Context: an optimization exercise on an open-source flow, tuned for small area, a short achievable clock period and few clock cycles. The choices shown serve that exercise and are no tape-out recipe. Only simulation tests tie the RTL to the original design; equivalence was not proved. No activity file was given, so power comes from the tool's default toggle rates.

$ cat flow/flow/run.sh
#!/bin/bash
# Standard layout, with the port buffers made from the smallest plain buffer cell.
set -euo pipefail
export BUFFER_PORTS_ARGS="-buffer_cell sky130_fd_sc_hd__buf_1"
bash standard.sh > standard.log 2>&1
$ cat flow/standard.sh
#!/bin/bash
# synth_recipe.tcl (not shown) runs the flow's synth.tcl, then flattens the netlist and writes it again
# the make line also repeats each setting of config.mk as NAME=value (left out here)
make -C /OpenROAD-flow-scripts/flow DESIGN_CONFIG=/design/flow/config.mk WORK_HOME=/design/flow/orfs CLKGATE_MAP_FILE= SYNTH_SCRIPT=/design/flow/synth_recipe.tcl "${@:-finish}"
$ cat flow/config.mk
export PLATFORM = sky130hd
export DESIGN_NAME = sdio_host_seq
export DESIGN_NICKNAME = sdio_host_seq
export VERILOG_FILES = /design/flow/design.v
export SDC_FILE = /design/flow/constraint.sdc
export NUM_CORES = 4
export LEC_CHECK = 0
export CAP_MARGIN = 20
export CORE_MARGIN = 2
export CORE_UTILIZATION = 60
export PLACE_DENSITY = 0.75
export SETUP_SLACK_MARGIN = 4.0
export SLEW_MARGIN = 20
$ cat flow/constraint.sdc
create_clock -name core_clock -period 8.0 [get_ports {clk}]
set_input_delay 1.6000 -clock core_clock [delete_from_list [all_inputs] [get_ports {clk}]]
set_output_delay 1.6000 -clock core_clock [all_outputs]
set_load 0.01 [all_outputs]
$ cat flow/design.v
module sdio_host_seq (
    input  wire        clk,
    input  wire        rst,           
    input  wire        gpio_irq,      
    input  wire        req_valid,
    output wire        req_ready,
    input  wire [3:0]  req_op,
    input  wire [31:0] req_arg0,
    input  wire [31:0] req_arg1,
    output wire        rsp_valid,
    output wire [2:0]  rsp_code,
    output reg  [31:0] rsp_value,
    output wire        cmd_valid,
    input  wire        cmd_ready,
    output reg         cmd_kind,      
    output reg  [31:0] cmd_arg,
    output reg         cmd_reg,       
    output wire [31:0] cmd_off,       
    output wire [31:0] cmd_wdata,     
    input  wire        bus_rsp_valid,
    input  wire        bus_rsp_fail,
    input  wire [7:0]  bus_rsp_data,
    input  wire [31:0] bus_rsp_word
);
    localparam [3:0] OP_INIT    = 4'd0,  OP_DEINIT  = 4'd1,  OP_RDREG  = 4'd2,
                     OP_WRREG   = 4'd3,  OP_BLKRD   = 4'd4,  OP_BLKWR  = 4'd5,
                     OP_STATUS  = 4'd6,  OP_CLEAR   = 4'd7,  OP_PEND   = 4'd8,
                     OP_SYNC    = 4'd9,
                     OP_RESET   = 4'd12, OP_ISINIT  = 4'd13, OP_SUSP   = 4'd14,
                     OP_RESUME  = 4'd15;
    localparam [2:0] RC_OK = 3'd0, RC_TRANSPORT = 3'd1, RC_NOT_READY = 3'd2,
                     RC_UNSUPPORTED = 3'd3, RC_TOO_MANY = 3'd4, RC_REFUSED = 3'd5;
    localparam [1:0] VAR_UNKNOWN = 2'd0, VAR_A = 2'd1, VAR_B = 2'd2;
    localparam [31:0] CHIP_ID_MASK = 32'hFFFFF000,
                      CHIP_ID_PAT_A = 32'h00100000, CHIP_ID_PAT_B = 32'h00300000;
    localparam [4:0] T_W0     = 5'd0,  T_W1     = 5'd1,  T_W2     = 5'd2,
                     T_SBRD   = 5'd3,  T_SBWR   = 5'd4,  T_REGRD  = 5'd5,
                     T_REGWR  = 5'd6,  T_XA     = 5'd7,  T_XB     = 5'd8,
                     T_N1     = 5'd9,  T_N2LO   = 5'd10, T_N2HI   = 5'd11,
                     T_N3     = 5'd12, T_POLL   = 5'd13, T_N5LO   = 5'd14,
                     T_N5HI   = 5'd15, T_N6     = 5'd16, T_C0     = 5'd17,
                     T_C1     = 5'd18, T_FLG    = 5'd19, T_STS    = 5'd20,
                     T_CLA    = 5'd21, T_CLB0   = 5'd22, T_CLB1   = 5'd23,
                     T_RST    = 5'd24;
    localparam [1:0] AW_REGRD = 2'd0, AW_REGWR = 2'd1, AW_XA = 2'd2, AW_XB = 2'd3;
    localparam [1:0] CAP_NONE = 2'd0, CAP_BYTE = 2'd1, CAP_RMW = 2'd3;
    reg        pend;         
    reg        wc;           
    reg        wf;           
    reg        wd;           
    reg        dn;           
    reg [2:0]  code;
    reg [4:0]  step;         
    reg [1:0]  aw;           
    reg [1:0]  cap;
    reg        cw;           
    reg        h_bs_set;     
    reg [1:0]  h_variant;
    reg        h_gpio;
    reg [3:0]  h_nint;
    reg        h_init;
    reg [3:0]  op;
    reg        rs;           
    reg        dir;          
    reg        ovf;          
    reg [1:0]  k;            
    reg [1:0]  polls;
    reg        vs_w;         
    reg        vs_d;         
    reg        vs_p;         
    reg        vs_s;         
    reg [23:0] a;            
    reg [31:0] word;         
    wire [8:0] nblk  = word[17:9];    
    wire [6:0] nleft = word[8:2];     
    wire v    = bus_rsp_valid;
    wire f    = bus_rsp_fail;
    wire wt   = wc | wf | wd;
    wire fin  = v & (wf | (f & (wc | wd)));         
    assign cmd_valid = pend | (wc & v & ~f);
    assign rsp_valid = dn | fin;
    assign req_ready = ~(pend | wt) | fin;
    assign rsp_code  = {code[2:1], code[0] | (wt & f)};
    wire take = cmd_valid & cmd_ready;
    wire acc  = req_valid & req_ready;
    function [31:0] sb_word(input rw, input [2:0] fn, input raw, input [16:0] addr,
                            input [7:0] data);
        sb_word = {rw, fn, raw, 1'b0, addr, 1'b0, data};
    endfunction
    function [31:0] blk_word(input rw, input [2:0] fn, input bm, input [16:0] addr,
                             input [8:0] count);
        blk_word = {rw, fn, bm, 1'b1, addr, count};
    endfunction
    function [15:0] fix_addr(input chipid, input [1:0] kk);
        if (chipid) fix_addr = 16'h1000;
        else case (kk)
            2'd0:    fix_addr = 16'h1428;
            2'd1:    fix_addr = 16'h1408;
            2'd2:    fix_addr = 16'h1A00;
            default: fix_addr = 16'h1A84;
        endcase
    endfunction
    function [2:0] rmw_first(input [1:0] variant, input gpio);
        if (variant == VAR_B)  rmw_first = {1'b1, 2'd0};
        else if (gpio)         rmw_first = {1'b1, 2'd1};
        else                   rmw_first = {1'b0, 2'd0};
    endfunction
    function [2:0] rmw_after(input [1:0] kk, input gpio, input [3:0] n);
        case (kk)
            2'd0:    rmw_after = {gpio, 2'd1};
            2'd1:    rmw_after = {1'b1, 2'd2};
            2'd2:    rmw_after = {(n > 4'd5), 2'd3};
            default: rmw_after = {1'b0, 2'd0};
        endcase
    endfunction
    function [31:0] rmw_val(input [1:0] kk, input [3:0] n, input [31:0] w);
        integer i;
        begin
            rmw_val = w;
            case (kk)
                2'd0: rmw_val[8] = 1'b0;
                2'd1: rmw_val[8] = 1'b1;
                2'd2: for (i = 0; i < 5; i = i + 1)
                          if (i < n) rmw_val[27 + i] = 1'b1;
                default: for (i = 0; i < 3; i = i + 1)
                          if (i + 5 < n) rmw_val[i] = 1'b1;
            endcase
        end
    endfunction
    wire [2:0] xfn   = dir ? 3'd1 : 3'd0;
    wire [16:0] xadr = dir ? 17'd0 : 17'h10F;
    wire [7:0]  clr_a = {a[7:5], h_gpio ? a[4:0] : 5'd0};
    wire [15:0] fa    = fix_addr(op == OP_INIT, k);
    wire [23:0] wa    = cw ? {8'd0, fa} : a;
    assign cmd_wdata = word;
    assign cmd_off   = {14'd0, (step == T_XB) ? nblk : 9'd0, 9'd0};
    always @(*) begin
        cmd_kind  = 1'b0;
        cmd_reg   = 1'b0;
        case (step)
            T_W0:    cmd_arg = sb_word(1'b1, 3'd0, 1'b0, 17'h10C, wa[7:0]);
            T_W1:    cmd_arg = sb_word(1'b1, 3'd0, 1'b0, 17'h10D, wa[15:8]);
            T_W2:    cmd_arg = sb_word(1'b1, 3'd0, 1'b0, 17'h10E, wa[23:16]);
            T_SBRD:  cmd_arg = sb_word(1'b0, 3'd0, 1'b0, {13'h000F, a[3:0]}, 8'h00);
            T_SBWR:  cmd_arg = sb_word(1'b1, 3'd0, 1'b0, {13'h000F, a[3:0]}, word[7:0]);
            T_REGRD: begin
                cmd_kind = 1'b1;
                cmd_reg  = 1'b1;
                cmd_arg  = blk_word(1'b0, 3'd0, 1'b0, 17'h10F, 9'd4);
            end
            T_REGWR: begin
                cmd_kind = 1'b1;
                cmd_reg  = 1'b1;
                cmd_arg  = blk_word(1'b1, 3'd0, 1'b0, 17'h10F, 9'd4);
            end
            T_XA: begin
                cmd_kind = 1'b1;
                cmd_arg  = blk_word(op[0], xfn, 1'b1, xadr, nblk);
            end
            T_XB: begin
                cmd_kind = 1'b1;
                cmd_arg  = blk_word(op[0], xfn, 1'b0, xadr, {nleft, 2'b00});
            end
            T_N1:    cmd_arg = sb_word(1'b1, 3'd0, 1'b0, 17'h100, 8'h80);
            T_N2LO:  cmd_arg = sb_word(1'b1, 3'd0, 1'b0, 17'h010, 8'h00);
            T_N2HI:  cmd_arg = sb_word(1'b1, 3'd0, 1'b0, 17'h011, 8'h02);
            T_N3:    cmd_arg = sb_word(1'b1, 3'd0, 1'b0, 17'h002, 8'h02);
            T_POLL:  cmd_arg = sb_word(1'b0, 3'd0, 1'b0, 17'h003, 8'h00);
            T_N5LO:  cmd_arg = sb_word(1'b1, 3'd0, 1'b0, 17'h110, 8'h00);
            T_N5HI:  cmd_arg = sb_word(1'b1, 3'd0, 1'b0, 17'h111, 8'h02);
            T_N6:    cmd_arg = sb_word(1'b1, 3'd0, 1'b0, 17'h004, 8'h03);
            T_C0:    cmd_arg = sb_word(1'b0, 3'd0, 1'b0, 17'h0F2, 8'h00);
            T_C1:    cmd_arg = sb_word(1'b0, 3'd0, 1'b0, 17'h0F3, 8'h00);
            T_FLG:   cmd_arg = sb_word(1'b0, 3'd0, 1'b0,
                                       (h_variant == VAR_A) ? 17'h0F7 : 17'h0FE, 8'h00);
            T_STS:   cmd_arg = sb_word(1'b0, 3'd1, 1'b0, 17'h004, 8'h00);
            T_CLA:   cmd_arg = sb_word(1'b1, 3'd0, 1'b0, 17'h0F8, clr_a);
            T_CLB0:  cmd_arg = sb_word(1'b1, 3'd0, 1'b0, 17'h0FE, {3'd0, a[4:0]});
            T_CLB1:  cmd_arg = sb_word(1'b1, 3'd0, 1'b0, 17'h0F1, {5'd0, a[7:5]});
            T_RST:   cmd_arg = sb_word(1'b1, 3'd0, 1'b1, 17'h006, 8'h08);
            default: cmd_arg = 32'd0;
        endcase
    end
    wire [7:0] d = bus_rsp_data;
    wire       fs_g  = vs_s & h_gpio;
    wire       fs_a  = fs_g & (h_variant == VAR_A);
    wire       fs_s  = vs_s & ~h_gpio;
    wire [4:0] flags = {(fs_a & d[4]) | (fs_s & d[5]),
                        (fs_g & d[3]) | (fs_s & d[4]),
                        (fs_g & d[2]) | (fs_s & d[3]),
                        (fs_g & d[1]) | (fs_s & d[2]),
                        vs_s & d[0]};
    wire [15:0] held = vs_s ? {word[7:0], word[15:8]} :
                       vs_p ? {8'd0, word[7:0]} :
                       (vs_w | vs_d) ? 16'd0 : {15'd0, h_init};
    always @(*) begin
        rsp_value = ({32{vs_w}} & bus_rsp_word) |
                    {11'd0, flags, ({8{vs_p}} & d), ({8{vs_d}} & d)} |
                    {16'd0, held};
    end
    wire        q_dir_reg = (req_arg0[31:4] == 28'h000000F);
    wire        q_dir_x   = (req_arg0 == 32'd0);
    wire        q_up      = (req_arg1[1:0] != 2'd0);            
    wire        q_xfer    = (req_op[3:1] == 3'b010);
    wire [15:0] q_sz      = req_arg1[17:2] + {15'd0, q_up & q_xfer};   
    wire [29:0] q_word    = {req_arg1[31:18], q_sz};            
    wire        q_hi      = (req_arg1[31:18] != 14'd0) || (q_up && (&req_arg1[17:2]));
    wire        q_ovf     = q_hi;                               
    wire        q_lo1     = &req_arg1[8:2];
    wire        q_lo0     = ~|req_arg1[8:2];
    wire        q_hasa    = (req_arg1[31:9] != 23'd0) || (q_lo1 && q_up);    
    wire        q_hasb    = !((q_lo0 && !q_up) || (q_lo1 && q_up));          
    wire        q_zero    = (req_arg1 == 32'd0);                            
    wire [4:0]  q_mlo     = req_arg0[4:0];
    wire [2:0]  q_mhi     = req_arg0[7:5];
    wire [2:0]  q_rmw0    = rmw_first(h_variant, h_gpio);
    wire [2:0]  r_rmw0    = rmw_first(h_variant, h_gpio);
    wire [2:0]  r_rmwn    = rmw_after(k, h_gpio, h_nint);
    wire [31:0] chip      = bus_rsp_word & CHIP_ID_MASK;
    always @(posedge clk) begin
        if (rst) begin
            pend      <= 1'b0;
            wc        <= 1'b0;
            wf        <= 1'b0;
            wd        <= 1'b0;
            dn        <= 1'b0;
            h_bs_set  <= 1'b0;
            h_variant <= VAR_UNKNOWN;
            h_gpio    <= gpio_irq;
            h_nint    <= 4'd0;
            h_init    <= 1'b0;
        end else begin
            dn <= 1'b0;
            if (wt && v) begin
                wc <= 1'b0;
                wf <= 1'b0;
                wd <= 1'b0;
                if (wc && !f) pend <= 1'b1;    
                case (cap)
                    CAP_BYTE: word[15:0] <= {word[7:0], d};
                    CAP_RMW: word       <= rmw_val(k, h_nint, bus_rsp_word);
                    default: ;
                endcase
                if (wd && !f) begin
                    case (step)
                        T_POLL: begin
                            polls <= polls + 2'd1;
                            if (d[1]) begin
                                step <= T_N5LO;
                                pend <= 1'b1;
                            end else if (polls == 2'd2) begin
                                code <= RC_NOT_READY;
                                dn   <= 1'b1;
                            end else begin
                                pend <= 1'b1;
                            end
                        end
                        T_N6: begin    
                            if (h_variant == VAR_UNKNOWN) begin
                                code <= RC_UNSUPPORTED;
                                dn   <= 1'b1;
                            end else begin
                                h_bs_set <= 1'b1;
                                h_init   <= 1'b1;
                                if (op == OP_RESUME && r_rmw0[2]) begin
                                    k    <= r_rmw0[1:0];
                                    cw   <= 1'b1;
                                    aw   <= AW_REGRD;
                                    step <= T_W0;
                                    pend <= 1'b1;
                                end else begin
                                    code <= RC_OK;
                                    dn   <= 1'b1;
                                end
                            end
                        end
                        default: begin    
                            dn <= 1'b1;
                            if (chip == CHIP_ID_PAT_A || chip == CHIP_ID_PAT_B) begin
                                h_variant <= (chip == CHIP_ID_PAT_A) ? VAR_A : VAR_B;
                                h_bs_set  <= 1'b1;
                                h_init    <= 1'b1;
                                code      <= RC_OK;
                            end else begin
                                code      <= RC_UNSUPPORTED;
                            end
                        end
                    endcase
                end
            end
            if (take) begin
                pend <= 1'b0;
                code <= RC_OK;
                cap  <= CAP_NONE;
                wc   <= 1'b1;
                case (step)
                    T_W0: step <= T_W1;
                    T_W1: step <= T_W2;
                    T_W2: begin
                        case (aw)
                            AW_REGRD: step <= T_REGRD;
                            AW_REGWR: step <= T_REGWR;
                            AW_XA: begin
                                if (ovf) begin
                                    wc   <= 1'b0;
                                    wf   <= 1'b1;
                                    code <= RC_TRANSPORT;
                                end else begin
                                    step <= T_XA;
                                end
                            end
                            default: step <= T_XB;
                        endcase
                    end
                    T_REGRD: begin
                        if (op == OP_RDREG) begin
                            wc <= 1'b0;
                            wf <= 1'b1;
                        end else if (op == OP_INIT) begin
                            wc <= 1'b0;
                            wd <= 1'b1;
                        end else begin
                            cap  <= CAP_RMW;
                            aw   <= AW_REGWR;
                            step <= T_W0;
                        end
                    end
                    T_REGWR: begin
                        if (op == OP_WRREG || !r_rmwn[2]) begin
                            wc <= 1'b0;
                            wf <= 1'b1;
                        end else begin
                            k    <= r_rmwn[1:0];
                            cw   <= 1'b1;
                            aw   <= AW_REGRD;
                            step <= T_W0;
                        end
                    end
                    T_XA: begin
                        if (nleft == 7'd0) begin
                            wc <= 1'b0;
                            wf <= 1'b1;
                        end else if (dir) begin
                            step <= T_XB;
                        end else begin
                            a[23:9] <= a[23:9] + {6'd0, nblk};
                            aw      <= AW_XB;
                            step    <= T_W0;
                        end
                    end
                    T_N1:   step <= T_N2LO;
                    T_N2LO: step <= T_N2HI;
                    T_N2HI: step <= T_N3;
                    T_N3:   step <= T_POLL;
                    T_POLL: begin
                        wc <= 1'b0;
                        wd <= 1'b1;
                    end
                    T_N5LO: step <= T_N5HI;
                    T_N5HI: step <= T_N6;
                    T_N6: begin
                        if (rs) begin
                            wc <= 1'b0;
                            wd <= 1'b1;
                        end else begin
                            aw   <= AW_REGRD;
                            step <= T_W0;
                        end
                    end
                    T_C0: begin
                        cap  <= CAP_BYTE;
                        step <= T_C1;
                    end
                    T_C1: begin
                        if (op == OP_PEND) begin
                            wc <= 1'b0;
                            wf <= 1'b1;
                        end else begin
                            cap  <= CAP_BYTE;
                            step <= h_gpio ? T_FLG : T_STS;
                        end
                    end
                    T_CLB0: begin
                        if (a[7:5] != 3'd0) begin
                            step <= T_CLB1;
                        end else begin
                            wc <= 1'b0;
                            wf <= 1'b1;
                        end
                    end
                    default: begin    
                        wc <= 1'b0;
                        wf <= 1'b1;
                    end
                endcase
            end
            if (acc) begin
                op   <= req_op;
                vs_w <= (req_op == OP_RDREG) & ~q_dir_reg;
                vs_d <= (req_op == OP_RDREG) & q_dir_reg;
                vs_p <= (req_op == OP_PEND);
                vs_s <= (req_op == OP_STATUS);
                a    <= req_arg0[23:0];
                word <= {q_word, req_arg1[1:0]};
                ovf  <= q_ovf;
                rs   <= req_op[3] | req_arg0[0];               
                polls <= 2'd0;
                cw   <= (req_op == OP_INIT) | (req_op == OP_RESUME) | (req_op == OP_SYNC);
                dir  <= q_xfer ? q_dir_x : q_dir_reg;
                aw   <= {q_xfer, q_xfer ? ~q_hasa : (req_op[0] & ~req_op[3])};
                case (req_op)
                    OP_INIT, OP_RESUME: begin
                        h_init <= 1'b0;
                        step   <= T_N1;
                        pend   <= 1'b1;
                    end
                    OP_DEINIT: begin
                        h_init <= 1'b0;
                        code   <= RC_OK;
                        dn     <= 1'b1;
                    end
                    OP_RDREG, OP_WRREG: begin
                        step <= q_dir_reg ? (req_op[0] ? T_SBWR : T_SBRD) : T_W0;
                        pend <= 1'b1;
                    end
                    OP_BLKRD, OP_BLKWR: begin
                        if (!h_bs_set) begin
                            code <= RC_TRANSPORT;
                            dn   <= 1'b1;
                        end else if (q_zero) begin
                            code <= RC_OK;
                            dn   <= 1'b1;
                        end else if (!q_dir_x) begin
                            step <= T_W0;
                            pend <= 1'b1;
                        end else if (q_hasa && q_ovf) begin
                            code <= RC_TRANSPORT;
                            dn   <= 1'b1;
                        end else begin
                            step <= q_hasa ? T_XA : T_XB;
                            pend <= 1'b1;
                        end
                    end
                    OP_STATUS, OP_PEND: begin
                        if (!req_op[3] && h_gpio && h_variant == VAR_UNKNOWN) begin
                            code <= RC_REFUSED;
                            dn   <= 1'b1;
                        end else begin
                            step <= T_C0;
                            pend <= 1'b1;
                        end
                    end
                    OP_CLEAR: begin
                        code      <= RC_OK;
                        if (h_variant == VAR_A) begin
                            if (q_mhi != 3'd0 || (h_gpio && q_mlo != 5'd0)) begin
                                step <= T_CLA;
                                pend <= 1'b1;
                            end else begin
                                dn   <= 1'b1;
                            end
                        end else if (h_variant == VAR_B) begin
                            if (h_gpio && q_mlo != 5'd0) begin
                                step <= T_CLB0;
                                pend <= 1'b1;
                            end else if (q_mhi != 3'd0) begin
                                step <= T_CLB1;
                                pend <= 1'b1;
                            end else begin
                                dn   <= 1'b1;
                            end
                        end else begin
                            code <= RC_REFUSED;
                            dn   <= 1'b1;
                        end
                    end
                    OP_SYNC: begin
                        if (req_arg0[31:4] != 28'd0 || (req_arg0[3] && req_arg0[2:0] != 3'd0)) begin
                            code <= RC_TOO_MANY;
                            dn   <= 1'b1;
                        end else if (h_variant == VAR_UNKNOWN) begin
                            code <= RC_REFUSED;
                            dn   <= 1'b1;
                        end else begin
                            h_nint <= req_arg0[3:0];
                            if (q_rmw0[2]) begin
                                k    <= q_rmw0[1:0];
                                step <= T_W0;
                                pend <= 1'b1;
                            end else begin
                                code <= RC_OK;
                                dn   <= 1'b1;
                            end
                        end
                    end
                    OP_RESET, OP_SUSP: begin
                        h_init <= 1'b0;
                        step   <= T_RST;
                        pend   <= 1'b1;
                    end
                    OP_ISINIT: begin
                        code <= RC_OK;
                        dn   <= 1'b1;
                    end
                    default: begin    
                        code <= RC_REFUSED;
                        dn   <= 1'b1;
                    end
                endcase
            end
        end
    end
endmodule
==> impl_summary.txt, run 1 <==
----------------------------------------------------
[Run status]
  Result of the run ... complete, no violations

[Timing]
  Setup tns final ... 0 ps
  Final Critical Period ... 3990 ps
  Final count of pins violating max slew ... 0
  Measured slew at the worst slew-check pin ... about 1100 ps
  Portion of the clock cycle consumed by the worst path in the final layout ... 0.499
  Final count of hold timing violations ... 0
  Clock skew after layout ... around 14 ps
  Setup repair after global routing missed its margin ... true
  Worst hold margin ... 510 ps
  Fmax ... about 250 MHz
  Setup-violating endpoint count in the final report ... 0
  Max-slew headroom ... 0.270

[Clock tree]
  Maximum clock insertion buffer count ... 2
  Root Buffer Master ... clkbuf_16
  TritonCTS clock tree ... done
  Count of H-tree levels built during CTS ... 3
  Total clock buffers created by CTS ... 9
  Later-pin clock latency in the skew report ... roughly 360 ps
  Clock-pin slew on the worst setup and hold paths ... approximately 80 ps
  Clk sinks ... roughly 100

[Routing]
  Final antenna-violating net count ... 0
  Total Wirelength ... ~31000 um
  Initial drt markers ... roughly 1400
  Total number of vias ... 9603
  Count of unresolved DRC violations after routing ... 0
  Routed wire per std cell ... 21.7 um
  Number of vias per cell ... 6.68
  Drt pass-1 iters ... 10

[Synth]
  Synthesized area per cell ... between 7 and 8 um^2
  Asr flop ratio synth ... 0
  Count of flip-flops with a built-in enable after synthesis ... 85
  Prevailing post-synth register cell ... edfxtp_1
  Area share of the largest cell type after synthesis ... 0.303
  Count of yosys warnings during synthesis ... 1
  Ranking of synthesized cells by area ... edfxtp_1 (30%), nand2_1 (6.4%), o21ai_0 (4.7%)
  Number of different library cells in the post-synthesis netlist ... just under 80
  Sequential element share of the synthesized area ... 0.334
  Cells after synthesis ... ~1100
  Most used standard cells in the synthesized netlist ... nand2_1 (143), nor2_1 (100), edfxtp_1 (85)
  Number of synthesized register bits ... between 90 and 100
  Most used standard cell by instance count after synthesis ... nand2_1
  Synth Cell Area ... approximately 8400 um^2
  Cell taking the most area after synthesis ... edfxtp_1

[Final layout]
  Sequential cell area ... 2810 um^2
  Final-layout fill cell count ... roughly 1200
  Fraction of layout instances using a drive strength above 1 ... 0.0803
  Count of inserted antenna diode cells ... 0
  Multi-input combinational cell area ... 5200 um^2
  Layout overhead on the synthesized area ... 16.9%
  Nets ... 1393

[GRT]
  First-pass GRT wire length ... approximately 46000 um
  Global routing usage summed across all routing layers ... 0.407
  Initial antenna violation count ... 0
  Pin count of the biggest net entering global routing ... between 70 and 80
  Number of global-route vias before repair ... 8256
  Remaining Overflow, GRT ... 0

[Place]
  Count of port buffers added during placement ... about 220
  HPWL after detailed placement ... between 20000 and 25000 um
  GP Congestion ... 1.10

[Critical path]
  Critical Path Fanout Max ... 8
  Endpoint arrival time on the critical path ... 2390 ps
  Source of the critical timing path ... step[0]
  Endpoint of the lowest-slack register-to-register path ... step[4]
  Register-to-register setup slack ... between 4000 and 5000 ps
  R2r worst-path depth ... 9
  Critical path endpoint ... cmd_arg[2]
  Critical path type ... flip-flop to primary output
  Type of destination of the critical path ... primary output
  Start of the worst register-to-register path ... step[3]
  Required time reported for the critical path endpoint ... about 6400 ps
  Type of element launching the critical path ... flip-flop

[Power]
  PD cells ... between 150 and 200 nW/um^2
  Total power after layout ... about 1.6 mW
  Lkg Pwr ... 3.61 nW
  Maximum resistive drop on vdd ... between 0.00015 and 0.0002 V

[Floorplanning]
  Die H ... approximately 120 um
  Area enclosed by the die boundary ... ~15000 um^2
  Top-level I/O count ... 251
  Area of the core region ... between 10000 and 15000 um^2
  Num rows ... 43
  Horiz. Die Dim ... about 120 um
  Effective utilization at floorplan ... 0.611

[Job]
  Max cap viols ... 0

[Min path]
  Type of the most critical hold path ... flip-flop to flip-flop
  Hold path startpoint ... wf

----------------------------------------------------
## sequential cells by signal, indices dropped and copies added (netlist names), 2 cells and up
signal / cells
word: 32
op: 4
step: 5
k: 2
code: 3
polls: 2
a: 24
aw: 2
cap: 2
h_nint: 4
h_variant: 2
## repair_timing
action / 4_1_cts / 5_1_grt
resized for setup: 17 / 45
hold endpoints to repair: 0 / 0
pin swaps: 3 / 13
hold buffers: 0 / 0
buffers inserted: 10 / 11
setup endpoints to repair: 31 / 51
gates cloned: 0 / 1
## power breakdown
group          internal, mW  switching (mW)
Sequential            0.605          0.0493
Combinational         0.184           0.323
Clock                 0.218           0.222
## per-layer routing
| layer | GRT usage | wire length (um) |
|---|---|---|
| met3 | 0.0846 | 4230 |
| met5 | 0 | 0 |
| met4 | 0.149 | 1330 |
| met1 | 0.577 | 11900 |
| met2 | 0.615 | 13800 |
## metrics by stage
stage / instance area, um^2 / util / std cells / worst slack (ps)
after CTS: 9610 / 0.698 / 1426 / 3970
final: 9840 / 0.715 / 1438 / 4010
after floorplan: 8540 / - / 1085 / 4210
after detailed placement: 9180 / 0.667 / 1400 / 3610
after global placement: 9180 / 0.667 / 1400 / 3660
after global routing: 9840 / 0.715 / 1438 / 3980
## kinds of logic (layout without fill, tap and decap cells)
| group | Yosys count | count (layout) | synth area share |
|---|---|---|---|
| other | 1 | 33 | 0.000445 |
| AOI/OAI and AO/OA | 291 | 291 | 0.228 |
| DFF | 98 | 98 | 0.334 |
| adders and majority gates | 25 | 25 | 0.0380 |
| xor gates and xnor gates | 27 | 27 | 0.0281 |
| buffers and inverters | 134 | 307 | 0.0765 |
| and+or+nand+nor | 453 | 453 | 0.265 |
| muxes | 24 | 24 | 0.0293 |
## layout by cell type, fill, tap and decap left out, types with 9 or more instances in the layout
cell         n
nor2_1      97
o31ai_1      9
edfxtp_1    85
dfxtp_1     13
nand4_1     12
ha_1        24
conb_1      33
buf_1      203
a22oi_1      9
a21oi_1     64
and2_1      24
mux2i_1     19
or3_1       15
a31oi_1     13
nand2_1    141
nor2b_1     15
o21ai_0     79
nand2b_1    10
nor4_1      18
and3_1       9
xor2_1      13
o211ai_1    10
o22ai_1      9
buf_4       24
clkbuf_16   10
nand3_1     34
xnor2_1     14
nor3_1      23
inv_1       41
a222oi_1    18
## critical path, cell delays in order (launching register included)
cell and delay [ps]:
edfxtp_1 440, buf_4 180, or2_4 290, or3_4 420
nor2_4 200, buf_4 150, a21oi_1 60, nand3_1 110
buf_1 160
## how the worst min path moves through the flow
stage,to,cells past startpoint,slack (ps)
6_report,wf,2,510
2_1_floorplan,wf,2,450
3_3_place_gp,wf,2,480
4_1_cts,wf,2,510
5_1_grt,wf,2,520
3_5_place_dp,wf,2,490
## final cells by class
class / count / area share
Sequential cell: 98 / 0.286
Multi-Input combinational cell: 853 / 0.529
Clock inverter: 6 / 0.00559
Inverter: 43 / 0.0172
Timing Repair Buffer: 248 / 0.117
Tap cell: 180 / 0.0229
Clock buffer: 10 / 0.0233
Testbench counts, summed over its fixed seeds: cycles 13,179.
==> inputs of run 2 (changes only) <==
--- a/flow/config.mk
+++ b/flow/config.mk
@@ -7,7 +7,6 @@
 export LEC_CHECK = 0
 export CAP_MARGIN = 20
 export CORE_MARGIN = 2
-export CORE_UTILIZATION = 60
-export PLACE_DENSITY = 0.75
-export SETUP_SLACK_MARGIN = 4.0
+export CORE_UTILIZATION = 40
+export SETUP_SLACK_MARGIN = 3.9
 export SLEW_MARGIN = 20
==> impl_summary.txt, run 2 <==
----------------------------------------------------
[Timing]
  Clock skew after layout ... 9.77 ps
  Setup-violating endpoint count in the final report ... 0
  Max-slew headroom ... 0.197
  Measured slew at the worst slew-check pin ... between 1000 and 1500 ps
  Final Critical Period ... around 4100 ps
  Final count of hold timing violations ... 0
  Final count of pins violating max slew ... 0
  Fmax ... around 250 MHz
  Setup repair after global routing missed its margin ... true
  Setup tns final ... 0 ps
  Worst-case setup margin in the final layout ... 3920 ps
  Portion of the clock cycle consumed by the worst path in the final layout ... 0.510

[Critical path]
  Critical Path Fanout Max ... 6
  Endpoint arrival time on the critical path ... approximately 2500 ps
  Type of element launching the critical path ... primary input
  Type of destination of the critical path ... primary output
  Register-to-register setup slack ... about 4800 ps
  Endpoint of the lowest-slack register-to-register path ... step[1]
  R2r worst-path depth ... 7
  Required time reported for the critical path endpoint ... 6400 ps
  Source of the critical timing path ... bus_rsp_data[1]
  Start of the worst register-to-register path ... step[2]
  Critical path type ... primary input to primary output

[Routing]
  Total Wirelength ... about 33000 um
  Count of unresolved DRC violations after routing ... 0
  Initial drt markers ... about 1200
  Final antenna-violating net count ... 0
  Number of vias per cell ... between 6 and 7
  Drt pass-1 iters ... 8
  Total number of vias ... between 9000 and 10000
  Routed wire per std cell ... approximately 22 um

[Clock tree]
  Total clock buffers created by CTS ... 9
  TritonCTS clock tree ... done
  # Post-CTS Setup Buffers ... 0
  Hold-fix buffer count after cts ... 0
  Later-pin clock latency in the skew report ... approximately 360 ps
  Clk sinks ... about 100
  Count of H-tree levels built during CTS ... 3
  Root Buffer Master ... clkbuf_16
  Maximum clock insertion buffer count ... 2
  Clock-pin slew on the worst setup and hold paths ... approximately 80 ps

[Power]
  Maximum resistive drop on vdd ... 0.000110 V
  PD cells ... roughly 160 nW/um^2
  Lkg Pwr ... ~3.5 nW

[Final layout]
  Final-layout fill cell count ... between 2000 and 2500
  Multi-input combinational cell area ... around 5200 um^2
  Layout overhead on the synthesized area ... 15.3%
  Nets ... roughly 1400
  Fraction of layout instances using a drive strength above 1 ... 0.0533
  Sequential cell area ... between 2000 and 3000 um^2
  Layout Cell Area excl Fill ... slightly below 10000 um^2
  Largest Register ... word
  Post-Layout Cell Count ... between 1500 and 2000
  Flip-flop count of the largest register, all copies and words added ... 32
  Most frequent cells in the layout ... buf_1 (215), nand2_1 (142), nor2_1 (97), edfxtp_1 (85), o21ai_0 (79)
  Most common library cell in the layout ignoring fill and taps ... buf_1
  Largest registers ... word x32, a x24, step x5

[Floorplanning]
  Top-level I/O count ... about 250
  Effective utilization at floorplan ... 0.404
  Horiz. Die Dim ... roughly 150 um
  Area of the core region ... about 21000 um^2
  Num rows ... 53
  Area enclosed by the die boundary ... between 20000 and 25000 um^2
  Die H ... approximately 150 um

[GRT]
  Pin count of the biggest net entering global routing ... about 70
  Number of global-route vias before repair ... 8384
  Initial antenna violation count ... 0
  First-pass GRT wire length ... between 40000 and 50000 um
  Remaining Overflow, GRT ... 0
  Global routing usage summed across all routing layers ... 0.293

[Synth]
  Synth Cell Area ... 8420 um^2
  Asr flop ratio synth ... 0
  Most used standard cell by instance count after synthesis ... nand2_1
  Cell taking the most area after synthesis ... edfxtp_1
  Number of different library cells in the post-synthesis netlist ... between 70 and 80
  Count of flip-flops with a built-in enable after synthesis ... 85
  Number of synthesized register bits ... 98
  Area share of the largest cell type after synthesis ... 0.303
  Count of yosys warnings during synthesis ... 1
  Most used standard cells in the synthesized netlist ... nand2_1 (143), nor2_1 (100), edfxtp_1 (85)
  Synthesized area per cell ... between 7 and 8 um^2
  Cells after synthesis ... 1053
  Sequential element share of the synthesized area ... 0.334
  Prevailing post-synth register cell ... edfxtp_1
  Ranking of synthesized cells by area ... edfxtp_1 (30%), nand2_1 (6.4%), o21ai_0 (4.7%)

[Min path]
  Worst hold stages ... 2
  Endpoint of the worst hold path ... wf
  Type of the most critical hold path ... flip-flop to flip-flop
  Hold path startpoint ... wf

[Place]
  GP Congestion ... 1.02
  Count of port buffers added during placement ... ~220
  Worst Setup Slack post-DPL ... roughly 3700 ps
  HPWL after detailed placement ... 25500 um
  Instance area at placement ... roughly 9300 um^2
  Placed Instances ... between 1000 and 1500

[Job]
  Max cap viols ... 0

[Run status]
  Result of the run ... complete, no violations

----------------------------------------------------
[run 2: worst max-delay path by stage]
stage | cells past startpoint | endpoint
CTS | 6 | cmd_arg[5]
detailed placement | 9 | step[0]
floorplan | 7 | code[1]
finish | 4 | rsp_value[1]
global route | 9 | cmd_arg[1]
global placement | 9 | step[0]
[run 2: cell families after synthesis]
logic type	Yosys count	synth area share
AO/OA/AOI/OAI	291	0.228
XOR/XNOR	27	0.0281
adder cells (fa/ha/maj)	25	0.0380
buffers and inverters	134	0.0765
flip-flops	98	0.334
multiplexers	24	0.0293
other	1	0.000445
AND/OR/NAND/NOR	453	0.265
[run 2: power breakdown]
group          switching (mW)  total [mW]  internal [mW]
registers              0.0479       0.653          0.605
logic                   0.320       0.483          0.164
clock network           0.216       0.433          0.217
[run 2: critical path, cell delays in order]
cell	delay (ps)
buf_2	170
a222oi_1	400
nand2_1	150
buf_1	150
[run 2: repair_timing]
action                                  CTS  global route
endpoints found under the setup margin   22            21
endpoints found under the hold margin     0             0
pin swaps                                 1             3
resized for setup                        11            16
[run 2: area by class of cell]
| cell class | instances | area share |
|---|---|---|
| multi-input combinational | 853 | 0.534 |
| antenna | 1 | 0.000258 |
| timing repair buffer | 228 | 0.0951 |
| clock buffer | 9 | 0.0232 |
| inverter | 43 | 0.0168 |
| clock inverter | 7 | 0.00606 |
| tap | 275 | 0.0354 |
| sequential | 98 | 0.290 |
[run 2: layer usage]
metal,vias to the layer above,part of all wire,track usage
li1,4217,-,-
met1,4293,0.43,0.415
met2,521,0.45,0.460
met3,59,0.087,0.0456
met4,0,0.024,0.0948
met5,-,0,0
[run 2: metrics by stage]
step                      hold slack, ps  utilization  total power, mW
after floorplan                      453            -            0.959
final                                505        0.466             1.57
after global routing                 524        0.466             1.64
after global placement               489        0.447             1.12
after detailed placement             488        0.447             1.12
after CTS                            503        0.463             1.56
==> inputs of run 3 (changes only) <==
--- a/flow/config.mk
+++ b/flow/config.mk
@@ -8,5 +8,5 @@
 export CAP_MARGIN = 20
 export CORE_MARGIN = 2
 export CORE_UTILIZATION = 40
-export SETUP_SLACK_MARGIN = 3.9
+export SETUP_SLACK_MARGIN = 4.1
 export SLEW_MARGIN = 20
==> impl_summary.txt, run 3 <==
----------------------------------------------------
[Critical path]
  Endpoint arrival time on the critical path ... around 2400 ps
  Endpoint of the lowest-slack register-to-register path ... step[0]
  Critical path endpoint ... rsp_value[4]
  Type of element launching the critical path ... primary input
  Critical Path Fanout Max ... 2
  R2r worst-path depth ... 9
  Type of destination of the critical path ... primary output
  Required time reported for the critical path endpoint ... roughly 6400 ps
  Start of the worst register-to-register path ... step[0]
  Register-to-register setup slack ... just under 5000 ps
  Source of the critical timing path ... bus_rsp_word[4]
  Critical path type ... primary input to primary output

[Synth]
  Cell taking the most area after synthesis ... edfxtp_1
  Count of yosys warnings during synthesis ... 1
  Count of flip-flops with a built-in enable after synthesis ... 85
  Ranking of synthesized cells by area ... edfxtp_1 (30%), nand2_1 (6.4%), o21ai_0 (4.7%)
  Prevailing post-synth register cell ... edfxtp_1
  Asr flop ratio synth ... 0
  Synthesized area per cell ... between 7 and 8 um^2
  Number of different library cells in the post-synthesis netlist ... 79
  Number of synthesized register bits ... 98
  Area share of the largest cell type after synthesis ... 0.303
  Cells after synthesis ... about 1100
  Most used standard cell by instance count after synthesis ... nand2_1
  Most used standard cells in the synthesized netlist ... nand2_1 (143), nor2_1 (100), edfxtp_1 (85)
  Sequential element share of the synthesized area ... 0.334
  Synth Cell Area ... about 8400 um^2

[Floorplanning]
  Die H ... between 100 and 150 um
  Area enclosed by the die boundary ... 22200 um^2
  Area of the core region ... between 20000 and 25000 um^2
  Horiz. Die Dim ... between 100 and 150 um
  Effective utilization at floorplan ... 0.404
  Top-level I/O count ... 251
  Num rows ... 53

[Power]
  PD cells ... 158 nW/um^2
  Maximum resistive drop on vdd ... 0.000112 V
  Lkg Pwr ... about 3.8 nW

[Timing]
  Final Critical Period ... slightly below 4000 ps
  Final count of hold timing violations ... 0
  Max-slew headroom ... 0.319
  Fmax ... between 200 and 300 MHz
  Measured slew at the worst slew-check pin ... between 1000 and 1500 ps
  Setup repair after global routing missed its margin ... true
  Final count of pins violating max slew ... 0
  Setup-violating endpoint count in the final report ... 0
  Clock skew after layout ... 10.6 ps
  Worst-case setup margin in the final layout ... about 4000 ps
  Setup tns final ... 0 ps
  Portion of the clock cycle consumed by the worst path in the final layout ... 0.497

[Final layout]
  Fraction of layout instances using a drive strength above 1 ... 0.103
  Flip-flop count of the largest register, all copies and words added ... 32
  Final-layout fill cell count ... 2137
  Most common library cell in the layout ignoring fill and taps ... buf_1
  Most frequent cells in the layout ... buf_1 (184), nand2_1 (139), nor2_1 (96), edfxtp_1 (85), o21ai_0 (77)
  Largest Register ... word
  Largest registers ... word x32, a x24, step x5
  Nets ... roughly 1400
  Post-Layout Cell Count ... ~1500
  Layout overhead on the synthesized area ... 21.2%

[Clock tree]
  Total clock buffers created by CTS ... 9
  Clock-pin slew on the worst setup and hold paths ... about 80 ps
  Maximum clock insertion buffer count ... 2
  Later-pin clock latency in the skew report ... ~360 ps
  Root Buffer Master ... clkbuf_16
  TritonCTS clock tree ... done
  Count of H-tree levels built during CTS ... 3
  Hold-fix buffer count after cts ... 0
  Clk sinks ... 98

[Place]
  Worst Setup Slack post-DPL ... between 3000 and 4000 ps
  GP Congestion ... 1.02
  Placed Instances ... ~1500
  Count of port buffers added during placement ... 217
  HPWL after detailed placement ... 25500 um

[GRT]
  Remaining Overflow, GRT ... 0
  Pin count of the biggest net entering global routing ... about 70
  Most utilized layer in the global route result ... met2
  Met3 usage ... 0.0437
  Global routing usage summed across all routing layers ... 0.297
  Initial antenna violation count ... 0
  Met1 usage in global routing ... 0.422
  Number of global-route vias before repair ... ~8500
  GRT met2 Usage ... 0.467
  First-pass GRT wire length ... roughly 50000 um

[Routing]
  Count of unresolved DRC violations after routing ... 0
  Drt pass-1 iters ... 8
  Total Wirelength ... about 34000 um
  Number of vias per cell ... roughly 6
  Initial drt markers ... between 1000 and 1500
  Final antenna-violating net count ... 0
  Total number of vias ... 9230
  Routed wire per std cell ... about 22 um

[Run status]
  Result of the run ... complete, no violations

[Min path]
  Type of the most critical hold path ... flip-flop to flip-flop

[Job]
  Max cap viols ... 0

----------------------------------------------------
[run 3: cell count changes in the layout (fill, tap and decap cells not counted), moves of 3 or more]
cell,change
buf_12,+6
buf_6,+10
or2_4,+3
nand2_2,+3
buf_4,+14
nor3_1,-3
buf_1,-31
mux2_4,+3
nand2_1,-3
buf_2,+10
clkbuf_2,+6
buf_8,+4
mux2_2,-3
[run 3: final cells by class]
class / instances / area (um^2) / share of cell area
Clock buffer: 9 / 225 / 0.0221
Tap cell: 275 / 344 / 0.0337
Multi-Input combinational cell: 853 / 5260 / 0.515
Clock inverter: 7 / 58.8 / 0.00576
Antenna cell: 1 / 2.50 / 0.000245
Timing Repair Buffer: 249 / 1340 / 0.131
Sequential cell: 98 / 2810 / 0.275
Inverter: 43 / 168 / 0.0164
[run 3: through the flow]
stage	instance area, um^2	util	hold slack [ps]	total power, mW
2_1_floorplan	8540	-	453	0.959
3_3_place_gp	9320	0.447	489	1.12
3_5_place_dp	9320	0.447	488	1.12
4_1_cts	9950	0.478	503	1.59
5_1_grt	10200	0.490	524	1.69
6_report	10200	0.490	500	1.62
[run 3: where the power goes]
part,internal (mW),total [mW],switching (mW)
Combinational,0.200,0.532,0.333
Clock,0.217,0.432,0.215
Sequential,0.605,0.653,0.0479
[run 3: critical path, cell delays in order]
cell and delay [ps]:
buf_6 90, a222oi_1 440, nand2_1 90, buf_2 160
[run 3: worst min path at each step]
stage	startpoint	endpoint	cells after the start
floorplan	wf	wf	2
global placement	wf	wf	2
detailed placement	wf	wf	2
CTS	wf	wf	2
global route	wf	wf	2
finish	wf	wf	2
[run 3: cells by family after synthesis]
logic type,count (synthesis),share of synthesized area
multiplexers,24,0.0293
flip-flops,98,0.334
other,1,0.000445
AND/OR/NAND/NOR,453,0.265
XOR/XNOR,27,0.0281
buffers and inverters,134,0.0765
AO/OA/AOI/OAI,291,0.228
adder cells (fa/ha/maj),25,0.0380
[run 3: layer usage]
metal | share of wire | vias up
li1 | - | 4262
met1 | 0.44 | 4373
met2 | 0.45 | 533
met3 | 0.085 | 62
met4 | 0.026 | 0
met5 | 0 | -
[run 3: repair_timing]
item                                    CTS  global route
endpoints found under the setup margin   39            44
endpoints found under the hold margin     0             0
gates cloned                              1             1
buffers inserted                         10             9
pin swaps                                15            23
gates resized for setup                  69            61
==> inputs of run 4 (changes only) <==
--- a/flow/config.mk
+++ b/flow/config.mk
@@ -8,5 +8,5 @@
 export CAP_MARGIN = 20
 export CORE_MARGIN = 2
 export CORE_UTILIZATION = 40
-export SETUP_SLACK_MARGIN = 4.1
+export SETUP_SLACK_MARGIN = 4.0
 export SLEW_MARGIN = 20
==> impl_summary.txt, run 4 <==
----------------------------------------------------
[Final layout]
  Most frequent cells in the layout ... buf_1 (201), nand2_1 (141), nor2_1 (97), edfxtp_1 (85), o21ai_0 (79)
  Nets ... between 1000 and 1500
  Layout overhead on the synthesized area ... 17.4%
  Layout Cell Area excl Fill ... around 9900 um^2
  Most common library cell in the layout ignoring fill and taps ... buf_1
  Flip-flop count of the largest register, all copies and words added ... 32
  Fraction of layout instances using a drive strength above 1 ... 0.0738
  Post-Layout Cell Count ... approximately 1500
  Largest registers ... word x32, a x24, step x5
  Sequential cell area ... approximately 2800 um^2
  Final-layout fill cell count ... approximately 2200
  Multi-input combinational cell area ... between 5000 and 6000 um^2
  Largest Register ... word

[Synth]
  Number of different library cells in the post-synthesis netlist ... a little under 80
  Synth Cell Area ... about 8400 um^2
  Cell taking the most area after synthesis ... edfxtp_1
  Synthesized area per cell ... 8.00 um^2
  Most used standard cells in the synthesized netlist ... nand2_1 (143), nor2_1 (100), edfxtp_1 (85)
  Prevailing post-synth register cell ... edfxtp_1
  Most used standard cell by instance count after synthesis ... nand2_1
  Number of synthesized register bits ... 98
  Sequential element share of the synthesized area ... 0.334
  Asr flop ratio synth ... 0
  Cells after synthesis ... about 1100
  Ranking of synthesized cells by area ... edfxtp_1 (30%), nand2_1 (6.4%), o21ai_0 (4.7%)
  Count of flip-flops with a built-in enable after synthesis ... between 80 and 90
  Area share of the largest cell type after synthesis ... 0.303
  Count of yosys warnings during synthesis ... 1

[Clock tree]
  Later-pin clock latency in the skew report ... around 360 ps
  Total clock buffers created by CTS ... 9
  Clk sinks ... 98
  Maximum clock insertion buffer count ... 2
  Count of H-tree levels built during CTS ... 3
  TritonCTS clock tree ... done
  Root Buffer Master ... clkbuf_16
  Clock-pin slew on the worst setup and hold paths ... roughly 80 ps

[Critical path]
  Type of destination of the critical path ... primary output
  Slowest cell on the critical path ... a222oi_1
  Critical Path Fanout Max ... 2
  Required time reported for the critical path endpoint ... 6400 ps
  Critical path type ... primary input to primary output
  CP Buf/Inv Count ... 2
  Type of element launching the critical path ... primary input
  Top delay family on crit path ... compound AO/OA/AOI/OAI gates
  Stage delay of the slowest cell on the critical path ... 450 ps
  Endpoint arrival time on the critical path ... approximately 2400 ps
  Cell chain of the critical path ... buf_1 > a222oi_1 > nand2_1 > buf_2

[Routing]
  Total number of vias ... just over 9000
  Count of unresolved DRC violations after routing ... 0
  Initial drt markers ... around 1100
  Number of vias per cell ... 6.02
  Drt pass-1 iters ... 10
  Total Wirelength ... approximately 34000 um
  Routed wire per std cell ... between 20 and 25 um
  Final antenna-violating net count ... 0

[Power]
  Fraction of power consumed by the clock network ... 0.272
  PD cells ... approximately 160 nW/um^2
  Part of the power in registers ... 0.411
  Switching power summed over all nets ... between 0.5 and 0.6 mW
  Lkg Pwr ... around 3.6 nW
  Combinational share of power ... 0.318
  Net Sw Frac ... 0.370
  Maximum resistive drop on vdd ... approximately 0.00011 V
  Internal power contribution ... around 1.0 mW

[Floorplanning]
  Num rows ... 53
  Effective utilization at floorplan ... 0.404
  Top-level I/O count ... between 200 and 300
  Area of the core region ... approximately 21000 um^2
  Die H ... 149 um
  Horiz. Die Dim ... ~150 um
  Area enclosed by the die boundary ... 22200 um^2

[Job]
  Max cap viols ... 0

[Place]
  Placed Instances ... 1497
  HPWL after detailed placement ... about 25000 um
  Count of port buffers added during placement ... approximately 220
  GP Congestion ... a little over 1
  Instance area at placement ... slightly above 9000 um^2

[Timing]
  Setup repair after global routing missed its margin ... true
  Final Critical Period ... roughly 4000 ps
  Final count of hold timing violations ... 0
  Clock skew after layout ... around 10 ps
  Measured slew at the worst slew-check pin ... about 1000 ps
  Fmax ... approximately 250 MHz
  Portion of the clock cycle consumed by the worst path in the final layout ... 0.497
  Final count of pins violating max slew ... 0
  Max-slew headroom ... 0.319
  Setup tns final ... 0 ps
  Setup-violating endpoint count in the final report ... 0

[GRT]
  Remaining Overflow, GRT ... 0
  First-pass GRT wire length ... about 50000 um
  Number of global-route vias before repair ... 8430
  Pin count of the biggest net entering global routing ... slightly above 70
  Global routing usage summed across all routing layers ... 0.294
  Initial antenna violation count ... 0

[Run status]
  Result of the run ... complete, no violations

[Min path]
  Type of the most critical hold path ... flip-flop to flip-flop

----------------------------------------------------
[run 4: cell count changes in the layout (fill, tap and decap cells not counted), moves of 5 or more]
cell	before	now
buf_4	21	10
buf_12	7	2
buf_6	13	8
buf_2	12	6
buf_1	184	201
[run 4: final timing paths]
kind	cells after the start	end	start	slack (ps)
hold / removal	2	wf	wf	500
hold reg to reg	2	wf	wf	500
setup / recovery	4	rsp_value[5]	bus_rsp_word[5]	4030
setup reg to reg	7	step[1]	step[1]	4930
[run 4: worst min-delay path, delay by kind of cell, from the launching register on]
kind,cells,cell delay (ps)
AOI/OAI and AO/OA,1,60
and+or+nand+nor,1,60
DFF,1,340
[run 4: per-layer routing]
| layer | wire [um] | vias up | track usage |
|---|---|---|---|
| li1 | - | 4239 | - |
| met5 | 0 | - | 0 |
| met2 | 15200 | 527 | 0.460 |
| met3 | 3030 | 65 | 0.0437 |
| met4 | 878 | 0 | 0.0962 |
| met1 | 14500 | 4333 | 0.419 |
[run 4: repair_timing]
action,in CTS,in global routing
endpoints found under the hold margin,0,0
setup endpoints to repair,27,29
pin swaps,3,13
resized for setup,20,39
hold buffers,0,0
buffers inserted,1,6
gates cloned,0,2
[run 4: metrics by stage]
| step | hold slack, ps | total power, mW | setup slack, ps | utilization |
|---|---|---|---|---|
| after CTS | 503 | 1.56 | 3950 | 0.465 |
| after global routing | 524 | 1.66 | 3960 | 0.475 |
| after floorplan | 453 | 0.959 | 4210 | - |
| after global placement | 489 | 1.12 | 3650 | 0.447 |
| final | 501 | 1.59 | 4030 | 0.475 |
| after detailed placement | 488 | 1.12 | 3740 | 0.447 |
[run 4: final cells by class]
class	instances	area share
well taps	275	0.0348
diodes	1	0.000253
multi-input cells	853	0.525
flip-flops and latches	98	0.284
inverters	43	0.0165
repair buffers	237	0.110
clock buffers	9	0.0228
clock inverters	7	0.00595
[run 4: cells by family (layout without fill, tap and decap cells)]
group                      after synthesis  count (layout)  synth area share
AOI/OAI and AO/OA                      291             291             0.228
xor gates and xnor gates                27              27            0.0281
adders and majority gates               25              25            0.0380
buffers and inverters                  134             296            0.0765
DFF                                     98              98             0.334
muxes                                   24              24            0.0293
other                                    1              34          0.000445
and+or+nand+nor                        453             453             0.265
[run 4: power by group through the flow]
stage | Sequential (mW) | Clock [mW] | Combinational [mW]
4_1_cts | 0.650 | 0.437 | 0.473
5_1_grt | 0.655 | 0.453 | 0.554
3_5_place_dp | 0.662 | 0 | 0.462
3_3_place_gp | 0.662 | 0 | 0.462
6_report | 0.652 | 0.431 | 0.505
2_1_floorplan | 0.641 | 0 | 0.318
==> inputs of run 5 (changes only) <==
==> flow/flow/run.sh (replaced) <==
#!/bin/bash
# Standard layout, with the port buffers made from the smallest plain buffer cell
# and one tie cell for all constant outputs.
set -euo pipefail
export BUFFER_PORTS_ARGS="-buffer_cell sky130_fd_sc_hd__buf_1"
export SKIP_REPAIR_TIE_FANOUT=1
bash standard.sh > standard.log 2>&1
--- a/flow/config.mk
+++ b/flow/config.mk
@@ -8,5 +8,7 @@
 export CAP_MARGIN = 20
 export CORE_MARGIN = 2
 export CORE_UTILIZATION = 40
+export CTS_CLUSTER_DIAMETER = 100
+export CTS_CLUSTER_SIZE = 50
 export SETUP_SLACK_MARGIN = 4.0
 export SLEW_MARGIN = 20
==> impl_summary.txt, run 5 <==
----------------------------------------------------
[Timing]
  Setup tns final ... 0 ps
  Final count of pins violating max slew ... 0
  Setup repair after global routing missed its margin ... true
  Final Critical Period ... 3990 ps
  Portion of the clock cycle consumed by the worst path in the final layout ... 0.498
  Measured slew at the worst slew-check pin ... ~970 ps
  Max-slew headroom ... 0.350
  Clock skew after layout ... roughly 15 ps
  Fmax ... between 200 and 300 MHz
  Final count of hold timing violations ... 0
  Setup-violating endpoint count in the final report ... 0

[Floorplanning]
  Top-level I/O count ... about 250
  Effective utilization at floorplan ... 0.404
  Num rows ... 53
  Horiz. Die Dim ... approximately 150 um
  Area of the core region ... roughly 21000 um^2
  Die H ... 149 um
  Area enclosed by the die boundary ... between 20000 and 25000 um^2

[Routing]
  Routed wire per std cell ... approximately 22 um
  Final antenna-violating net count ... 0
  Count of unresolved DRC violations after routing ... 0
  Total Wirelength ... roughly 34000 um
  Initial drt markers ... around 1200
  Total number of vias ... between 9000 and 10000
  Drt pass-1 iters ... 10
  Number of vias per cell ... 6.08

[Min path]
  Type of the most critical hold path ... flip-flop to flip-flop

[Clock tree]
  TritonCTS clock tree ... done
  Maximum clock insertion buffer count ... 2
  Root Buffer Master ... clkbuf_16
  Count of H-tree levels built during CTS ... 3
  Total clock buffers created by CTS ... 9
  Clock-pin slew on the worst setup and hold paths ... approximately 70 ps
  Clk sinks ... 98
  Later-pin clock latency in the skew report ... between 300 and 400 ps

[Critical path]
  Type of element launching the critical path ... flip-flop
  Critical path type ... flip-flop to primary output
  Critical Path Fanout Max ... 13
  Type of destination of the critical path ... primary output
  Required time reported for the critical path endpoint ... roughly 6400 ps
  Endpoint arrival time on the critical path ... 2390 ps

[Final layout]
  Fin util ... 0.477
  Largest registers ... word x32, a x24, step x5
  Flip-flop count of the largest register, all copies and words added ... 32
  Most frequent cells in the layout ... buf_1 (201), nand2_1 (141), nor2_1 (98), edfxtp_1 (85), o21ai_0 (78)
  Nets ... around 1400
  Count of inserted antenna diode cells ... 0
  Most common library cell in the layout ignoring fill and taps ... buf_1
  Fraction of layout instances using a drive strength above 1 ... 0.0823
  Layout overhead on the synthesized area ... 18.0%
  Largest Register ... word

[Synth]
  Count of flip-flops with a built-in enable after synthesis ... 85
  Synth Cell Area ... between 8000 and 9000 um^2
  Ranking of synthesized cells by area ... edfxtp_1 (30%), nand2_1 (6.4%), o21ai_0 (4.7%)
  Most used standard cells in the synthesized netlist ... nand2_1 (143), nor2_1 (100), edfxtp_1 (85)
  Number of different library cells in the post-synthesis netlist ... just under 80
  Area share of the largest cell type after synthesis ... 0.303
  Synthesized area per cell ... between 7 and 8 um^2
  Sequential element share of the synthesized area ... 0.334
  Cell taking the most area after synthesis ... edfxtp_1
  Count of yosys warnings during synthesis ... 1
  Number of synthesized register bits ... 98
  Prevailing post-synth register cell ... edfxtp_1
  Cells after synthesis ... between 1000 and 1500
  Most used standard cell by instance count after synthesis ... nand2_1
  Asr flop ratio synth ... 0

[GRT]
  Initial antenna violation count ... 0
  First-pass GRT wire length ... around 50000 um
  Remaining Overflow, GRT ... 0
  Number of global-route vias before repair ... 8306
  Global routing usage summed across all routing layers ... 0.293
  Pin count of the biggest net entering global routing ... slightly above 70

[Power]
  Lkg Pwr ... ~3.6 nW
  Total power after layout ... approximately 1.6 mW
  Maximum resistive drop on vdd ... roughly 0.00010 V
  PD cells ... 164 nW/um^2

[Run status]
  Result of the run ... complete, no violations

[Job]
  Max cap viols ... 0

[Place]
  Count of port buffers added during placement ... 217
  GP Congestion ... 0.993
  HPWL after detailed placement ... about 25000 um

----------------------------------------------------
-- run 5: cell types whose count changed in the layout (fill, tap and decap cells not counted), sizes merged --
| cell | change |
|---|---|
| conb | -32 |
| buf | +15 |
| clkbuf | -5 |
| bufbuf | +2 |
| bufinv | +1 |
| diode | -1 |
| inv | -1 |
-- run 5: routing by layer --
layer  wire length (um)  part of all wire  GRT usage
met1              14100              0.42      0.411
met2              15500              0.46      0.465
met3               3290             0.098     0.0590
met4                620             0.019     0.0719
met5                  0                 0          0
-- run 5: metrics by stage --
step	worst slack, ps	hold WS, ps	cells	cell area, um^2
2_1_floorplan	4210	453	1053	8420
3_3_place_gp	3630	482	1466	9200
3_5_place_dp	3630	485	1466	9200
4_1_cts	3960	495	1492	9730
5_1_grt	3960	511	1502	9940
6_report	4010	498	1502	9940
-- run 5: path summary, 6_finish.rpt --
check           from  slack [ps]  depth (start not counted)         end
max          step[3]        4010                          7  cmd_arg[7]
min reg2reg       wf         500                          2          wf
max reg2reg  step[3]        4830                          9     step[4]
min               wf         500                          2          wf
-- run 5: what timing repair did --
| item | 4_1_cts | 5_1_grt |
|---|---|---|
| cloned | 2 | 0 |
| buffers inserted | 8 | 10 |
| pin swaps | 5 | 13 |
| hold buffers | 0 | 0 |
| setup endpoints to repair | 33 | 30 |
| resized for setup | 22 | 51 |
-- run 5: critical path, stage by stage (launching register included) --
cell,delay (ps)
edfxtp_1,330
buf_4,190
buf_4,160
and3b_1,200
and2_2,310
a222oi_1,470
o211ai_1,190
buf_2,180
-- run 5: where the power goes --
group | switching, mW | internal [mW] | leakage, nW
Sequential | 0.0478 | 0.605 | 0.911
Clock | 0.216 | 0.248 | 0.150
Combinational | 0.325 | 0.191 | 2.51
Total | 0.588 | 1.04 | 3.57
-- run 5: logic make-up (layout without fill, tap and decap cells) --
logic type / Yosys count / count (layout) / synth area share
AND/OR/NAND/NOR: 453 / 453 / 0.265
AO/OA/AOI/OAI: 291 / 291 / 0.228
buffers and inverters: 134 / 308 / 0.0765
flip-flops: 98 / 98 / 0.334
XOR/XNOR: 27 / 27 / 0.0281
adder cells (fa/ha/maj): 25 / 25 / 0.0380
multiplexers: 24 / 24 / 0.0293
other: 1 / 1 / 0.000445
-- run 5: cell type report --
type	instances	area, um^2
inverter	43	161
clock buffer	9	225
clock inverter	7	85.1
tap	275	344
timing repair buffer	249	1250
fill	2137	10900
sequential	98	2810
multi-input combinational	821	5060
==> inputs of run 6 (changes only) <==
==> flow/flow/run.sh (replaced) <==
#!/bin/bash
# Standard layout with two changes:
#  - the port buffers are made from the smallest plain buffer cell;
#  - the synthesis maps the logic with an area-oriented ABC script (flow/abc_area_deep.script)
#    in place of ORFS's speed script. Everything else in the synthesis is the standard flow's own script
#    (synth_recipe.tcl), so the registers and their names are those of the standard synthesis.
set -euo pipefail
here=$(pwd)
export BUFFER_PORTS_ARGS="-buffer_cell sky130_fd_sc_hd__buf_1"
export MY_ABC_SCRIPT="$here/flow/abc_area_deep.script"
{
  cat <<'EOT'
proc abc {args} {
  set i [lsearch -exact $args -script]
  if {$i >= 0} { lset args [expr {$i + 1}] $::env(MY_ABC_SCRIPT) }
  yosys abc {*}$args
}
EOT
  cat "$here/synth_recipe.tcl"
} > "$here/my_synth.tcl"
sed "s#$here/synth_recipe.tcl#$here/my_synth.tcl#g" standard.sh > my_standard.sh
grep -q my_synth.tcl my_standard.sh
bash my_standard.sh > standard.log 2>&1
==> flow/flow/abc_area_deep.script (new file) <==
strash
&get -n
&st
&syn2
&dch -f
&nf -R 1000
&put
--- a/flow/config.mk
+++ b/flow/config.mk
@@ -8,7 +8,5 @@
 export CAP_MARGIN = 20
 export CORE_MARGIN = 2
 export CORE_UTILIZATION = 40
-export CTS_CLUSTER_DIAMETER = 100
-export CTS_CLUSTER_SIZE = 50
 export SETUP_SLACK_MARGIN = 4.0
 export SLEW_MARGIN = 20
==> impl_summary.txt, run 6 <==
----------------------------------------------------
[Run status]
  Result of the run ... complete, no violations

[Routing]
  Total Wirelength ... between 30000 and 40000 um
  Drt pass-1 iters ... 7
  Total number of vias ... around 9300
  Number of vias per cell ... just over 6
  Initial drt markers ... around 1300
  Final antenna-violating net count ... 0
  Routed wire per std cell ... around 21 um
  Count of unresolved DRC violations after routing ... 0

[Critical path]
  Required time reported for the critical path endpoint ... around 6400 ps
  Type of element launching the critical path ... flip-flop
  Register-to-register setup slack ... 4470 ps
  Critical path endpoint ... cmd_arg[2]
  Endpoint of the lowest-slack register-to-register path ... step[0]
  CP Buf/Inv Count ... 2
  Slowest cell on the critical path ... edfxtp_1
  Endpoint arrival time on the critical path ... approximately 2400 ps
  Stage delay of the slowest cell on the critical path ... 550 ps
  Critical Path Fanout Max ... 7
  Type of destination of the critical path ... primary output
  Source of the critical timing path ... step[0]
  Top delay family on crit path ... simple AND/OR/NAND/NOR gates
  Cell chain of the critical path ... buf_4 > nand2_1 > nor3_1 > nand2_1 > nand3_1 > nand2_1 > nand4_1 > a221o_1 > buf_1
  Cell type with the highest occurrence count on the critical path ... nand2_1
  R2r worst-path depth ... 14
  Number of cells on the critical path ... 9
  Start of the worst register-to-register path ... step[2]
  Critical path type ... flip-flop to primary output

[Synth]
  Most used standard cells in the synthesized netlist ... nor2_1 (157), nand2_1 (152), edfxtp_1 (85)
  Synth Cell Area ... ~8000 um^2
  Ranking of synthesized cells by area ... edfxtp_1 (32%), nor2_1 (7.4%), nand2_1 (7.1%)
  Prevailing post-synth register cell ... edfxtp_1
  Asr flop ratio synth ... 0
  Synthesized area per cell ... 7.84 um^2
  Cell taking the most area after synthesis ... edfxtp_1
  Count of flip-flops with a built-in enable after synthesis ... 85
  Number of synthesized register bits ... between 90 and 100
  Number of different library cells in the post-synthesis netlist ... slightly below 60
  Area share of the largest cell type after synthesis ... 0.320
  Sequential element share of the synthesized area ... 0.352
  Count of yosys warnings during synthesis ... 1
  Most used standard cell by instance count after synthesis ... nor2_1
  Cells after synthesis ... a little over 1000

[Floorplanning]
  Die H ... ~150 um
  Area enclosed by the die boundary ... around 21000 um^2
  Top-level I/O count ... between 200 and 300
  Effective utilization at floorplan ... 0.409
  Area of the core region ... 19500 um^2
  Num rows ... slightly above 50
  Horiz. Die Dim ... ~150 um

[Final layout]
  Count of inserted antenna diode cells ... 0
  Post-Layout Cell Count ... 1543
  Most common library cell in the layout ignoring fill and taps ... buf_1
  Multi-input combinational cell area ... between 5000 and 6000 um^2
  Fraction of layout instances using a drive strength above 1 ... 0.0837
  Largest registers ... word x32, a x24, step x5
  Nets ... about 1400
  Final-layout fill cell count ... 1991
  Sequential cell area ... approximately 2800 um^2
  Most frequent cells in the layout ... buf_1 (202), nand2_1 (150), nor2_1 (143), edfxtp_1 (85), a21oi_1 (75)
  Largest Register ... word
  Flip-flop count of the largest register, all copies and words added ... 32
  Layout overhead on the synthesized area ... 22.2%

[Timing]
  Fmax ... 251 MHz
  Setup repair after global routing missed its margin ... true
  Worst-case setup margin in the final layout ... approximately 4000 ps
  Final count of pins violating max slew ... 0
  Setup-violating endpoint count in the final report ... 0
  Portion of the clock cycle consumed by the worst path in the final layout ... 0.499
  Final Critical Period ... 3990 ps
  Measured slew at the worst slew-check pin ... 1010 ps
  Final count of hold timing violations ... 0
  Setup tns final ... 0 ps
  Clock skew after layout ... between 7 and 8 ps
  Max-slew headroom ... 0.327

[Place]
  Worst Setup Slack post-DPL ... ~3300 ps
  Placed Instances ... 1500
  Count of port buffers added during placement ... around 220
  HPWL after detailed placement ... ~24000 um
  GP Congestion ... around 1.0

[Clock tree]
  Root Buffer Master ... clkbuf_16
  Count of H-tree levels built during CTS ... 3
  Clk sinks ... between 90 and 100
  Later-pin clock latency in the skew report ... between 300 and 400 ps
  Total clock buffers created by CTS ... 9
  Hold-fix buffer count after cts ... 0
  Maximum clock insertion buffer count ... 2
  TritonCTS clock tree ... done
  Clock-pin slew on the worst setup and hold paths ... around 70 ps

[GRT]
  Remaining Overflow, GRT ... 0
  Number of global-route vias before repair ... about 8300
  Global routing usage summed across all routing layers ... 0.291
  Pin count of the biggest net entering global routing ... between 70 and 80
  Initial antenna violation count ... 0
  First-pass GRT wire length ... between 40000 and 50000 um

[Power]
  Total power after layout ... 1.66 mW
  Lkg Pwr ... between 3 and 4 nW
  Maximum resistive drop on vdd ... roughly 0.00012 V
  PD cells ... ~170 nW/um^2

[Job]
  Max cap viols ... 0

[Min path]
  Type of the most critical hold path ... flip-flop to flip-flop

----------------------------------------------------
==> run 6: metrics by stage <==
stage	instance area (um^2)	hold WS [ps]	util
after floorplan	8130	460	-
after global placement	9030	514	0.463
after detailed placement	9030	528	0.463
after CTS	9470	535	0.485
after global routing	9750	583	0.499
final	9750	534	0.499
==> run 6: cells by family (layout without fill, tap and decap cells) <==
logic type	Yosys count	count (layout)	synth area share
XOR/XNOR	23	23	0.0252
other	1	33	0.000470
multiplexers	8	8	0.0102
flip-flops	98	98	0.352
buffers and inverters	65	292	0.0480
AO/OA/AOI/OAI	275	275	0.219
adder cells (fa/ha/maj)	25	25	0.0401
AND/OR/NAND/NOR	523	524	0.305
==> run 6: worst min path at each step <==
stage                       startpoint            to  slack (ps)  cells past startpoint
after CTS                 h_variant[0]  h_variant[0]         530                      2
after global placement              wc            wc         510                      2
after detailed placement  h_variant[0]  h_variant[0]         530                      2
after floorplan               h_bs_set      h_bs_set         460                      2
final                     h_variant[0]  h_variant[0]         530                      2
after global routing      h_variant[0]  h_variant[0]         580                      2
==> run 6: final cells by class <==
type,instances,area share
clock inverter,6,0.00526
inverter,28,0.0108
multi-input combinational,888,0.524
tap,265,0.0340
sequential,98,0.288
timing repair buffer,248,0.114
clock buffer,10,0.0235
==> run 6: worst register-to-register path: stages, from the launching register on <==
cell and delay [ps]:
edfxtp_1 540, buf_4 220, or3_1 410, or2_0 390, nand2_1 220, nand2_1 80
or3_1 390, nand2_1 120, a311oi_1 90, nor2_1 110, a21oi_1 50, a31oi_2 270
a221oi_1 130, nor3_1 200, a21oi_1 60
==> run 6: power by group <==
part	internal (mW)	total, mW	switching [mW]
Sequential	0.615	0.670	0.0547
Clock	0.215	0.431	0.216
Combinational	0.194	0.554	0.360
Total	1.02	1.66	0.631
==> run 6: what timing repair did <==
| action | in CTS | in global routing |
|---|---|---|
| setup buffers | 12 | 13 |
| endpoints found under the setup margin | 72 | 72 |
| pin swaps | 2 | 7 |
| gates resized for setup | 27 | 62 |
| gates cloned | 1 | 0 |
==> run 6: layer usage <==
metal  routed length, um  track usage  up-vias
li1                    -            -     4273
met3                3380       0.0550       79
met2               14400        0.449      625
met1               13700        0.409     4349
met4                1000        0.100        0
met5                   0            0        -

-- afterwards: timing with drivers on the ports --
In the flow no input, the clock included, has a driving cell. The finished layouts below were timed again as built, in two steps. Step 1 sets driving cells, clkbuf_16 on the clock port and buf_2 on the other inputs (assumed; they add their load-dependent delay and slew). Step 2 times the ports against the registers' clock, not the clock port: input delays grow and output delays shrink by t, the midpoint of the rising clock arrivals with the driver on. a / b / c = ideal / step 1 / step 2; a / b = the first two.
run | t (ns) | setup slack, ns | hold slack, ns | worst setup path at the end | worst register clock-pin slew, ns
run 1 | 0.402 | 4.008 / 3.964 / 3.746 | 0.510 / 0.510 / 0.510 | input to register | 0.08 / 0.08
run 2 | 0.398 | 3.919 / 3.899 / 3.715 | 0.505 / 0.505 / 0.505 | input to register | 0.08 / 0.08
run 3 | 0.401 | 4.022 / 3.990 / 3.798 | 0.500 / 0.500 / 0.500 | input to register | 0.08 / 0.08
run 4 | 0.399 | 4.026 / 4.003 / 3.805 | 0.501 / 0.501 / 0.501 | input to register | 0.08 / 0.08
run 5 | 0.401 | 4.013 / 3.966 / 3.787 | 0.498 / 0.498 / 0.498 | input to register | 0.08 / 0.08
run 6 | 0.398 | 4.008 / 3.966 / 3.684 | 0.534 / 0.534 / 0.534 | input to register | 0.08 / 0.08
After both steps every run listed still meets setup and hold. For run 6, which loses most, drivers alone change the setup slack by -0.042 ns; drivers and shift together by -0.324 ns.
